This is an optimization exercise on Yosys and OpenROAD, whose aim is small area, a short achievable clock period and few clock cycles per item, not a production implementation. Only simulation tests tie the RTL to the original design; equivalence was not proved. No activity file was given, so power comes from the tool's default toggle rates.

==> run.sh <==
#!/bin/bash
# synth_recipe.tcl (not shown) runs the flow's synth.tcl, then flattens the netlist and writes it again
# the make line also repeats each setting of config.mk as NAME=value (left out here)
make -C /OpenROAD-flow-scripts/flow DESIGN_CONFIG=/design/flow/config.mk WORK_HOME=/design/flow/orfs CLKGATE_MAP_FILE= SYNTH_SCRIPT=/design/flow/synth_recipe.tcl finish
==> config.mk <==
export PLATFORM = sky130hd
export DESIGN_NAME = wbcomp
export DESIGN_NICKNAME = wbcomp
export VERILOG_FILES = /design/flow/design.v
export SDC_FILE = /design/flow/constraint.sdc
export NUM_CORES = 8
export LEC_CHECK = 0
export CAP_MARGIN = 20
export CORE_MARGIN = 2
export CORE_UTILIZATION = 25
export SLEW_MARGIN = 20
==> constraint.sdc <==
create_clock -name core_clock -period 12.0 [get_ports {clk}]
set_input_delay 2.4000 -clock core_clock [delete_from_list [all_inputs] [get_ports {clk}]]
set_output_delay 2.4000 -clock core_clock [all_outputs]
set_load 0.01 [all_outputs]
==> design.v <==
module wbcomp (
    input  wire        clk,
    input  wire        rst,       
    input  wire        start,
    input  wire [1:0]  op,        
    input  wire [19:0] raw,       
    input  wire [15:0] dig_t1,    
    input  wire [15:0] dig_t2,    
    input  wire [15:0] dig_t3,    
    input  wire [7:0]  dig_h1,    
    input  wire [15:0] dig_h2,    
    input  wire [7:0]  dig_h3,    
    input  wire [11:0] dig_h4,    
    input  wire [11:0] dig_h5,    
    input  wire [7:0]  dig_h6,    
    input  wire [15:0] dig_p1,    
    input  wire [15:0] dig_p2,    
    input  wire [15:0] dig_p3,
    input  wire [15:0] dig_p4,
    input  wire [15:0] dig_p5,
    input  wire [15:0] dig_p6,
    input  wire [15:0] dig_p7,
    input  wire [15:0] dig_p8,
    input  wire [15:0] dig_p9,
    output wire        ready,
    output reg         done,
    output reg  [31:0] result,
    output reg         oor,
    output wire [31:0] fine_out
);
    localparam OP_TEMP = 2'd0, OP_HUM = 2'd1, OP_PRES = 2'd2;
    localparam A_ADD = 3'd0, A_SUB = 3'd1, A_SHL = 3'd2, A_ASR = 3'd3,
               A_MUL = 3'd4, A_DIV = 3'd5, A_END = 3'd6;
    localparam S_IDLE = 1'b0, S_RUN = 1'b1;
    wire signed [63:0] x_raw  = {44'd0, raw};
    wire signed [63:0] x_rawh = {48'd0, raw[15:0]};
    wire signed [63:0] x_t1 = {48'd0, dig_t1};
    wire signed [63:0] x_t2 = {{48{dig_t2[15]}}, dig_t2};
    wire signed [63:0] x_t3 = {{48{dig_t3[15]}}, dig_t3};
    wire signed [63:0] x_h1 = {56'd0, dig_h1};
    wire signed [63:0] x_h2 = {{48{dig_h2[15]}}, dig_h2};
    wire signed [63:0] x_h3 = {56'd0, dig_h3};
    wire signed [63:0] x_h4 = {{52{dig_h4[11]}}, dig_h4};
    wire signed [63:0] x_h5 = {{52{dig_h5[11]}}, dig_h5};
    wire signed [63:0] x_h6 = {{56{dig_h6[7]}}, dig_h6};
    wire signed [63:0] x_p1 = {48'd0, dig_p1};
    wire signed [63:0] x_p2 = {{48{dig_p2[15]}}, dig_p2};
    wire signed [63:0] x_p3 = {{48{dig_p3[15]}}, dig_p3};
    wire signed [63:0] x_p4 = {{48{dig_p4[15]}}, dig_p4};
    wire signed [63:0] x_p5 = {{48{dig_p5[15]}}, dig_p5};
    wire signed [63:0] x_p6 = {{48{dig_p6[15]}}, dig_p6};
    wire signed [63:0] x_p7 = {{48{dig_p7[15]}}, dig_p7};
    wire signed [63:0] x_p8 = {{48{dig_p8[15]}}, dig_p8};
    wire signed [63:0] x_p9 = {{48{dig_p9[15]}}, dig_p9};
    reg        state;
    reg [1:0]  cur_op;
    reg [5:0]  step;
    reg [6:0]  cnt;         
    reg        ovf_acc;     
    reg [31:0] tfine;
    reg signed [63:0] r0, r1, r2, r3;
    reg [63:0] hi, lo;      
    reg        neg;         
    assign ready    = (state == S_IDLE);
    assign fine_out = tfine;
    wire signed [63:0] fine64 = {{32{tfine[31]}}, tfine};
    reg [2:0]         u_op;
    reg signed [63:0] u_a, u_b;
    reg [5:0]         u_k;
    reg [1:0]         u_dst;
    always @* begin
        u_op = A_END; u_a = 64'sd0; u_b = 64'sd0; u_k = 6'd0; u_dst = 2'd0;
        case (cur_op)
        OP_TEMP: case (step)
            6'd0:  begin u_op = A_ASR; u_a = x_raw; u_k = 6'd3;  u_dst = 2'd0; end
            6'd1:  begin u_op = A_SHL; u_a = x_t1;  u_k = 6'd1;  u_dst = 2'd1; end
            6'd2:  begin u_op = A_SUB; u_a = r0;    u_b = r1;    u_dst = 2'd0; end  
            6'd3:  begin u_op = A_MUL; u_a = r0;    u_b = x_t2;  u_dst = 2'd0; end  
            6'd4:  begin u_op = A_ASR; u_a = r0;    u_k = 6'd11; u_dst = 2'd0; end  
            6'd5:  begin u_op = A_ASR; u_a = x_raw; u_k = 6'd4;  u_dst = 2'd1; end
            6'd6:  begin u_op = A_SUB; u_a = r1;    u_b = x_t1;  u_dst = 2'd1; end  
            6'd7:  begin u_op = A_MUL; u_a = r1;    u_b = r1;    u_dst = 2'd1; end  
            6'd8:  begin u_op = A_ASR; u_a = r1;    u_k = 6'd12; u_dst = 2'd1; end  
            6'd9:  begin u_op = A_MUL; u_a = r1;    u_b = x_t3;  u_dst = 2'd1; end  
            6'd10: begin u_op = A_ASR; u_a = r1;    u_k = 6'd14; u_dst = 2'd1; end  
            6'd11: begin u_op = A_ADD; u_a = r0;    u_b = r1;    u_dst = 2'd0; end  
            6'd12: begin u_op = A_MUL; u_a = r0;    u_b = 64'sd5;   u_dst = 2'd1; end
            6'd13: begin u_op = A_ADD; u_a = r1;    u_b = 64'sd128; u_dst = 2'd1; end  
            6'd14: begin u_op = A_ASR; u_a = r1;    u_k = 6'd8;  u_dst = 2'd1; end  
            default: ;
        endcase
        OP_HUM: case (step)
            6'd0:  begin u_op = A_SUB; u_a = fine64; u_b = 64'sd76800; u_dst = 2'd0; end  
            6'd1:  begin u_op = A_SHL; u_a = x_rawh; u_k = 6'd14; u_dst = 2'd1; end  
            6'd2:  begin u_op = A_SHL; u_a = x_h4;   u_k = 6'd20; u_dst = 2'd2; end  
            6'd3:  begin u_op = A_SUB; u_a = r1;     u_b = r2;    u_dst = 2'd1; end
            6'd4:  begin u_op = A_MUL; u_a = x_h5;   u_b = r0;    u_dst = 2'd2; end  
            6'd5:  begin u_op = A_SUB; u_a = r1;     u_b = r2;    u_dst = 2'd1; end
            6'd6:  begin u_op = A_ADD; u_a = r1;     u_b = 64'sd16384; u_dst = 2'd1; end  
            6'd7:  begin u_op = A_ASR; u_a = r1;     u_k = 6'd15; u_dst = 2'd1; end  
            6'd8:  begin u_op = A_MUL; u_a = r0;     u_b = x_h6;  u_dst = 2'd2; end
            6'd9:  begin u_op = A_ASR; u_a = r2;     u_k = 6'd10; u_dst = 2'd2; end  
            6'd10: begin u_op = A_MUL; u_a = r0;     u_b = x_h3;  u_dst = 2'd3; end
            6'd11: begin u_op = A_ASR; u_a = r3;     u_k = 6'd11; u_dst = 2'd3; end
            6'd12: begin u_op = A_ADD; u_a = r3;     u_b = 64'sd32768; u_dst = 2'd3; end  
            6'd13: begin u_op = A_MUL; u_a = r2;     u_b = r3;    u_dst = 2'd2; end
            6'd14: begin u_op = A_ASR; u_a = r2;     u_k = 6'd10; u_dst = 2'd2; end
            6'd15: begin u_op = A_ADD; u_a = r2;     u_b = 64'sd2097152; u_dst = 2'd2; end  
            6'd16: begin u_op = A_MUL; u_a = r2;     u_b = x_h2;  u_dst = 2'd2; end
            6'd17: begin u_op = A_ADD; u_a = r2;     u_b = 64'sd8192; u_dst = 2'd2; end  
            6'd18: begin u_op = A_ASR; u_a = r2;     u_k = 6'd14; u_dst = 2'd2; end  
            6'd19: begin u_op = A_MUL; u_a = r1;     u_b = r2;    u_dst = 2'd1; end  
            6'd20: begin u_op = A_ASR; u_a = r1;     u_k = 6'd15; u_dst = 2'd2; end  
            6'd21: begin u_op = A_MUL; u_a = r2;     u_b = r2;    u_dst = 2'd2; end  
            6'd22: begin u_op = A_ASR; u_a = r2;     u_k = 6'd7;  u_dst = 2'd2; end  
            6'd23: begin u_op = A_MUL; u_a = r2;     u_b = x_h1;  u_dst = 2'd2; end  
            6'd24: begin u_op = A_ASR; u_a = r2;     u_k = 6'd4;  u_dst = 2'd2; end  
            6'd25: begin u_op = A_SUB; u_a = r1;     u_b = r2;    u_dst = 2'd1; end  
            default: ;
        endcase
        OP_PRES: case (step)
            6'd0:  begin u_op = A_SUB; u_a = fine64; u_b = 64'sd128000; u_dst = 2'd0; end  
            6'd1:  begin u_op = A_MUL; u_a = r0;     u_b = r0;    u_dst = 2'd1; end  
            6'd2:  begin u_op = A_MUL; u_a = r1;     u_b = x_p6;  u_dst = 2'd2; end  
            6'd3:  begin u_op = A_MUL; u_a = r0;     u_b = x_p5;  u_dst = 2'd3; end
            6'd4:  begin u_op = A_SHL; u_a = r3;     u_k = 6'd17; u_dst = 2'd3; end  
            6'd5:  begin u_op = A_ADD; u_a = r2;     u_b = r3;    u_dst = 2'd2; end
            6'd6:  begin u_op = A_SHL; u_a = x_p4;   u_k = 6'd35; u_dst = 2'd3; end  
            6'd7:  begin u_op = A_ADD; u_a = r2;     u_b = r3;    u_dst = 2'd2; end  
            6'd8:  begin u_op = A_MUL; u_a = r1;     u_b = x_p3;  u_dst = 2'd1; end  
            6'd9:  begin u_op = A_ASR; u_a = r1;     u_k = 6'd8;  u_dst = 2'd1; end  
            6'd10: begin u_op = A_MUL; u_a = r0;     u_b = x_p2;  u_dst = 2'd3; end
            6'd11: begin u_op = A_SHL; u_a = r3;     u_k = 6'd12; u_dst = 2'd3; end  
            6'd12: begin u_op = A_ADD; u_a = r1;     u_b = r3;    u_dst = 2'd1; end  
            6'd13: begin u_op = A_ADD; u_a = 64'sh0000_8000_0000_0000; u_b = r1; u_dst = 2'd1; end  
            6'd14: begin u_op = A_MUL; u_a = r1;     u_b = x_p1;  u_dst = 2'd1; end  
            6'd15: begin u_op = A_ASR; u_a = r1;     u_k = 6'd33; u_dst = 2'd1; end  
            6'd16: begin u_op = A_SUB; u_a = 64'sd1048576; u_b = x_raw; u_dst = 2'd3; end  
            6'd17: begin u_op = A_SHL; u_a = r3;     u_k = 6'd31; u_dst = 2'd3; end
            6'd18: begin u_op = A_SUB; u_a = r3;     u_b = r2;    u_dst = 2'd3; end  
            6'd19: begin u_op = A_MUL; u_a = r3;     u_b = 64'sd3125; u_dst = 2'd3; end  
            6'd20: begin u_op = A_DIV; u_a = r3;     u_b = r1;    u_dst = 2'd3; end  
            6'd21: begin u_op = A_ASR; u_a = r3;     u_k = 6'd13; u_dst = 2'd0; end  
            6'd22: begin u_op = A_MUL; u_a = x_p9;   u_b = r0;    u_dst = 2'd2; end
            6'd23: begin u_op = A_MUL; u_a = r2;     u_b = r0;    u_dst = 2'd2; end  
            6'd24: begin u_op = A_ASR; u_a = r2;     u_k = 6'd25; u_dst = 2'd2; end  
            6'd25: begin u_op = A_MUL; u_a = x_p8;   u_b = r3;    u_dst = 2'd1; end
            6'd26: begin u_op = A_ASR; u_a = r1;     u_k = 6'd19; u_dst = 2'd1; end  
            6'd27: begin u_op = A_ADD; u_a = r3;     u_b = r2;    u_dst = 2'd3; end
            6'd28: begin u_op = A_ADD; u_a = r3;     u_b = r1;    u_dst = 2'd3; end  
            6'd29: begin u_op = A_ASR; u_a = r3;     u_k = 6'd8;  u_dst = 2'd3; end
            6'd30: begin u_op = A_SHL; u_a = x_p7;   u_k = 6'd4;  u_dst = 2'd1; end
            6'd31: begin u_op = A_ADD; u_a = r3;     u_b = r1;    u_dst = 2'd3; end  
            default: ;
        endcase
        default: ;
        endcase
    end
    wire [63:0]  sum  = u_a + u_b;
    wire [63:0]  diff = u_a - u_b;
    wire [127:0] shl_full = {{64{u_a[63]}}, u_a} << u_k;
    wire [63:0]  asr_y = u_a >>> u_k;
    reg [63:0] alu_y;
    reg        alu_ovf;
    always @* begin
        alu_y = 64'd0; alu_ovf = 1'b0;
        case (u_op)
            A_ADD: begin alu_y = sum;  alu_ovf = (u_a[63] == u_b[63]) && (sum[63]  != u_a[63]); end
            A_SUB: begin alu_y = diff; alu_ovf = (u_a[63] != u_b[63]) && (diff[63] != u_a[63]); end
            A_SHL: begin alu_y = shl_full[63:0];
                         alu_ovf = !((&shl_full[127:63]) || !(|shl_full[127:63])); end
            A_ASR: begin alu_y = asr_y; end
            default: ;
        endcase
    end
    wire [63:0] mag_a = u_a[63] ? -u_a : u_a;
    wire [63:0] mag_b = u_b[63] ? -u_b : u_b;
    wire [64:0] mul_sum = {1'b0, hi} + (lo[0] ? {1'b0, mag_a} : 65'd0);
    wire [64:0] div_t  = {hi, lo[63]};
    wire        div_ge = (div_t >= {1'b0, mag_b});
    wire [64:0] div_r  = div_ge ? (div_t - {1'b0, mag_b}) : div_t;
    wire [127:0] prod_s = neg ? -{hi, lo} : {hi, lo};
    wire [63:0]  mul_y   = prod_s[63:0];
    wire         mul_ovf = !((&prod_s[127:63]) || !(|prod_s[127:63]));
    wire [63:0]  div_y   = neg ? -lo : lo;
    wire         div_ovf = !neg && lo[63];
    wire multi = (u_op == A_MUL) || (u_op == A_DIV);
    wire        w_neg  = r1[63];
    wire        w_big  = !r1[63] && (r1 > 64'sd419430400);
    wire [63:0] w_cl   = w_neg ? 64'd0 : (w_big ? 64'd419430400 : r1);
    wire        den_zero = (r1 == 64'sd0);
    wire        p2_oor   = r3[63] || (|r3[62:32]);
    reg        wb_en;
    reg [63:0] wb_val;
    always @* begin
        wb_en = 1'b0; wb_val = alu_y;
        if (state == S_RUN && u_op != A_END) begin
            if (!multi) begin
                wb_en = 1'b1;
            end else if (cnt == 7'd65) begin
                wb_en  = 1'b1;
                wb_val = (u_op == A_MUL) ? mul_y : div_y;
            end
        end
    end
    always @(posedge clk) begin
        if (wb_en) begin
            case (u_dst)
                2'd0: r0 <= wb_val;
                2'd1: r1 <= wb_val;
                2'd2: r2 <= wb_val;
                default: r3 <= wb_val;
            endcase
        end
    end
    always @(posedge clk) begin
        if (rst) begin
            state  <= S_IDLE;
            done   <= 1'b0;
            result <= 32'd0;
            oor    <= 1'b0;
            tfine  <= 32'd0;
            cur_op <= 2'd0;
            step   <= 6'd0;
            cnt    <= 7'd0;
            ovf_acc <= 1'b0;
        end else begin
            done <= 1'b0;
            case (state)
            S_IDLE: begin
                if (start) begin
                    state   <= S_RUN;
                    cur_op  <= op;
                    step    <= 6'd0;
                    cnt     <= 7'd0;
                    ovf_acc <= 1'b0;
                end
            end
            S_RUN: begin
                if (u_op == A_END) begin
                    state <= S_IDLE;
                    done  <= 1'b1;
                    case (cur_op)
                        OP_TEMP: begin
                            result <= r1[31:0];
                            tfine  <= r0[31:0];
                            oor    <= ovf_acc;
                        end
                        OP_HUM: begin
                            result <= {12'd0, w_cl[31:12]};
                            oor    <= ovf_acc | w_neg | w_big;
                        end
                        default: begin
                            result <= r3[31:0];
                            oor    <= ovf_acc | p2_oor;
                        end
                    endcase
                end else if (cur_op == OP_PRES && step == 6'd16 && den_zero) begin
                    state  <= S_IDLE;
                    done   <= 1'b1;
                    result <= 32'd0;
                    oor    <= 1'b1;
                end else if (!multi) begin
                    ovf_acc <= ovf_acc | alu_ovf;
                    step    <= step + 6'd1;
                end else if (cnt == 7'd0) begin
                    neg <= u_a[63] ^ u_b[63];
                    hi  <= 64'd0;
                    lo  <= (u_op == A_MUL) ? mag_b : mag_a;
                    cnt <= 7'd1;
                end else if (cnt <= 7'd64) begin
                    if (u_op == A_MUL) begin
                        hi <= mul_sum[64:1];
                        lo <= {mul_sum[0], lo[63:1]};
                    end else begin
                        hi <= div_r[63:0];
                        lo <= {lo[62:0], div_ge};
                    end
                    cnt <= cnt + 7'd1;
                end else begin
                    ovf_acc <= ovf_acc | ((u_op == A_MUL) ? mul_ovf : div_ovf);
                    cnt  <= 7'd0;
                    step <= step + 6'd1;
                end
            end
            endcase
        end
    end
endmodule
==> run summary <==
==> routing by layer <==
layer / global-route usage / routed length (um)
met1: 0.3922 / 156200
met2: 0.4596 / 168900
met3: 0.09705 / 53990
met4: 0.1734 / 28580
met5: 0 / 225
==> layout by cell type (no fill, tap or decap), types with 68 or more instances in the layout <==
master,instances
nand2_1,808
a21oi_1,747
nor2_1,656
o21ai_0,455
buf_4,423
edfxtp_1,385
mux2i_1,370
clkdlybuf4s50_1,346
a22oi_1,271
ha_1,264
xnor2_1,238
inv_1,231
nor3_1,186
nand3_1,169
a21o_1,149
xor2_1,145
a222oi_1,141
a31oi_1,136
a211oi_1,125
o22ai_1,118
a221oi_1,104
and2_1,101
nand4_1,94
o211ai_1,84
dfxtp_1,78
o31ai_1,77
o221ai_1,71
nor4_1,71
nand2b_1,68
clkbuf_16,68
==> worst max-delay path: cells and delay by family, from the launching register on <==
kind                     cells  cell delay [ns]
AO/OA/AOI/OAI               16             3.98
AND/OR/NAND/NOR             10             3.19
buffers and inverters        9             1.95
adder cells (fa/ha/maj)      2             0.80
flip-flops                   1             0.42
XOR/XNOR                     1             0.15
multiplexers                 1             0.14
==> logic make-up (layout without fill, tap and decap cells) <==
| group | after synthesis | in the layout |
|---|---|---|
| AOI/OAI and AO/OA | 3062 | 3062 |
| xor gates and xnor gates | 383 | 383 |
| adders and majority gates | 268 | 268 |
| buffers and inverters | 917 | 1140 |
| DFF | 468 | 468 |
| muxes | 429 | 429 |
| other | 0 | 20 |
| and+or+nand+nor | 2566 | 2566 |
==> per-stage QoR <==
step / setup WS, ns / util
final: 1.110 / 0.2973
after global routing: 0.8568 / 0.2971
after CTS: 1.450 / 0.2970
after detailed placement: 0.9250 / 0.2875
after global placement: 0.6856 / 0.2874
after floorplan: 1.154 / -
==> sequential cells by signal, summed over array words and instances (netlist names) <==
signal	count
r3	64
r0	64
hi	64
step	6
state	1
done	1
tfine	32
r2	64
ovf_acc	1
neg	1
result	32
r1	64
cnt	7
oor	1
lo	64
cur_op	2
==> area by class of cell <==
class / count / area, um^2
antenna: 20 / 50.05
clock buffer: 78 / 1769
clock inverter: 44 / 559.3
fill: 26123 / 171200
inverter: 234 / 878.3
multi-input combinational: 6708 / 45050
sequential: 468 / 13230
tap: 3202 / 4006
timing repair buffer: 784 / 6904
==> worst min-delay path by stage <==
stage | to | slack (ns) | depth (start not counted)
after global routing | tfine[17]$_SDFFE_PP0P_ | 0.52 | 2
after global placement | oor$_SDFFE_PP0P_ | 0.47 | 2
after CTS | oor$_SDFFE_PP0P_ | 0.48 | 2
final | oor$_SDFFE_PP0P_ | 0.47 | 2
after floorplan | step[1]$_SDFFE_PP0P_ | 0.49 | 2
after detailed placement | oor$_SDFFE_PP0P_ | 0.47 | 2
==> power by group through the flow <==
| stage | Combinational [W] | Clock [W] | Sequential, W |
|---|---|---|---|
| floorplan | 0.00141 | 0 | 0.00198 |
| global placement | 0.00268 | 0 | 0.00202 |
| detailed placement | 0.00268 | 0 | 0.00202 |
| CTS | 0.00269 | 0.00218 | 0.00199 |
| global route | 0.00288 | 0.00224 | 0.00200 |
| finish | 0.00286 | 0.00218 | 0.00200 |
==> flow_summary.ini <==
[pwr]
switching_power_w = 0.003029
power.density_nw_per_um2 = 97.15
ir_drop_v = 0.00009172
p_sw_frac = 0.4304
seqPwrFrac = 0.284
clkPwrFrac = 0.310
power.total_w = 0.007038
comb_power_share = 0.406
p_int_w = 0.004009
leakagePower_nw = 26.81

[synthesis]
synth_top_family_by_area = compound AO/OA/AOI/OAI gates
synth_top_flop_cell = edfxtp_1
synthSimpleGateAreaFrac = 0.1985
yosys.cell_types.count = 112
synth_edf_count = 385
synth-compound-area-share = 0.3411
syn_area_um2 = 61350
async_flop_share = 0
synth-adder-area-share = 0.05515
syn_inst = 8093
ys_warn_count = 1
synth_area_leaders = edfxtp_1 19%, a21oi_1 6.1%, mux2i_1 6.1%
synth_common_cells = 812 x nand2_1, 751 x a21oi_1, 672 x nor2_1
synth_mux_area_frac = 0.07600
syn_area_per_cell_um2 = 7.580
synth-seq-cells = 468
synthesis.nets = 8642
synth_seq_area_share = 0.2155
synth_top_area_frac = 0.1885
yosysTopAreaCell = edfxtp_1
synthXorXnorAreaFrac = 0.05468
synth_most_common_cell = nand2_1

[floorplan]
pin_count = 348
die_h_um = 499.4
dieWidth_um = 499.4
coreArea_um2 = 243700
dieArea_um2 = 249400
rows = 181
start_util = 0.2517

[worst_setup_path]
critPathKind = reg2reg
r2r-end = hi[62]$_SDFFCE_PP0P_
start_kind = register
critPathRequiredTime_ns = 12.55
crit_top_cell = buf_4
critical_path.slowest_cell = nor4_2
cp-end-kind = register
crit_path_max_fanout = 59
reg2reg_from = step[0]$_SDFFE_PP0P_
cp-endpoint = hi[62]$_SDFFCE_PP0P_
crit_arrival_ns = 11.44
cp-startpoint = step[0]$_SDFFE_PP0P_
r2r_slack_ns = 1.11
crit_path_max_incr_delay_ns = 1.08
rr_worst_depth = 39

[routing]
vias = 75953
avgRoutedWirePerCell_um = 35.35
wl_um = 407900
drtAntennaViolNets = 0
drtIter0Drc = 15446
post-route-drc-count = 0
viasPerCell = 6.583
drt_pass1_iterations = 20

[layout]
finalNetCount = 8812
area_growth_syn_to_layout_pct = 18.09
drive_gt1_frac = 0.1000
stdcell_count = 11538
fin_area_um2 = 72440

[sta]
rsz0062_at_grt = false
final-setup-viol-count = 0
worst_slew_margin_rel = 0.04462
hold_ws_ns = 0.4705
slew_violations = 0
finClkSkew_ns = 0.04751
fin_setup_tns_ns = 0
max_freq_mhz = 91.83
worst_pin_slew_ns = 1.418
hold_viol_final = 0
period_share = 0.9075
timing.final.crit_period_ns = 10.89

[placement]
placed_cells = 11395
io_buffers = 347
place_area_um2 = 70050
hpwl_um = 309200
routabilityCongestion = 1.118

[clock_tree]
cts.hold.buffers_added = 0
postCtsSetupBuffers = 0
clock-root-buffer = clkbuf_16
worstSkewPairLatency_ns = 0.74
h-tree-depth = 3
clockBufferDepth = 3
cts_made_buffers = 67
ctsResizeCount = 0
clk_pin_slew_ns = 0.06
clock_sinks = 468
cts_tree = done

[global_routing]
gr-usage-all-layers = 0.3086
overflow = 0
grt_max_degree = 148
grt_pass1_wl_um = 557300
antenna_found_initial = 24
grt_pass1_vias = 69986

[worst_hold_path]
hold_class = reg2reg
worstHoldStart = oor$_SDFFE_PP0P_

[run]
cap_violations = 0

[outcome]
outcome = timing/DRC/antenna clean
Testbench counts, summed over its fixed seeds: cycles 503,680, items 960.

afterwards: timing with drivers on the ports:
No port has a modelled driver above. Below, the same layout with a new extraction and two added sets of constraints.
Step 1, drivers: a clkbuf_16 drives clk and a buf_2 each remaining input, both assumed.
Step 2 moves the port delays by t, midway between the first and last clock arrival at a register: inputs arrive t later, outputs are due t later. That takes back most of the time a late clock gives input paths.
a / b / c = no drivers / after step 1 / after step 2; a / b = the first two.
t, ns: 0.815
setup slack, ns: 1.110 / 1.110 / 0.669
latest minus earliest clock arrival (ns): 0.048 / 0.048
worst data-port slew with drivers (ns): 0.16
cell pins on the clock port's net: 1
After both steps this run still meets setup and hold. For this run, drivers alone change the setup slack by 0.000 ns; drivers and shift together by -0.441 ns.
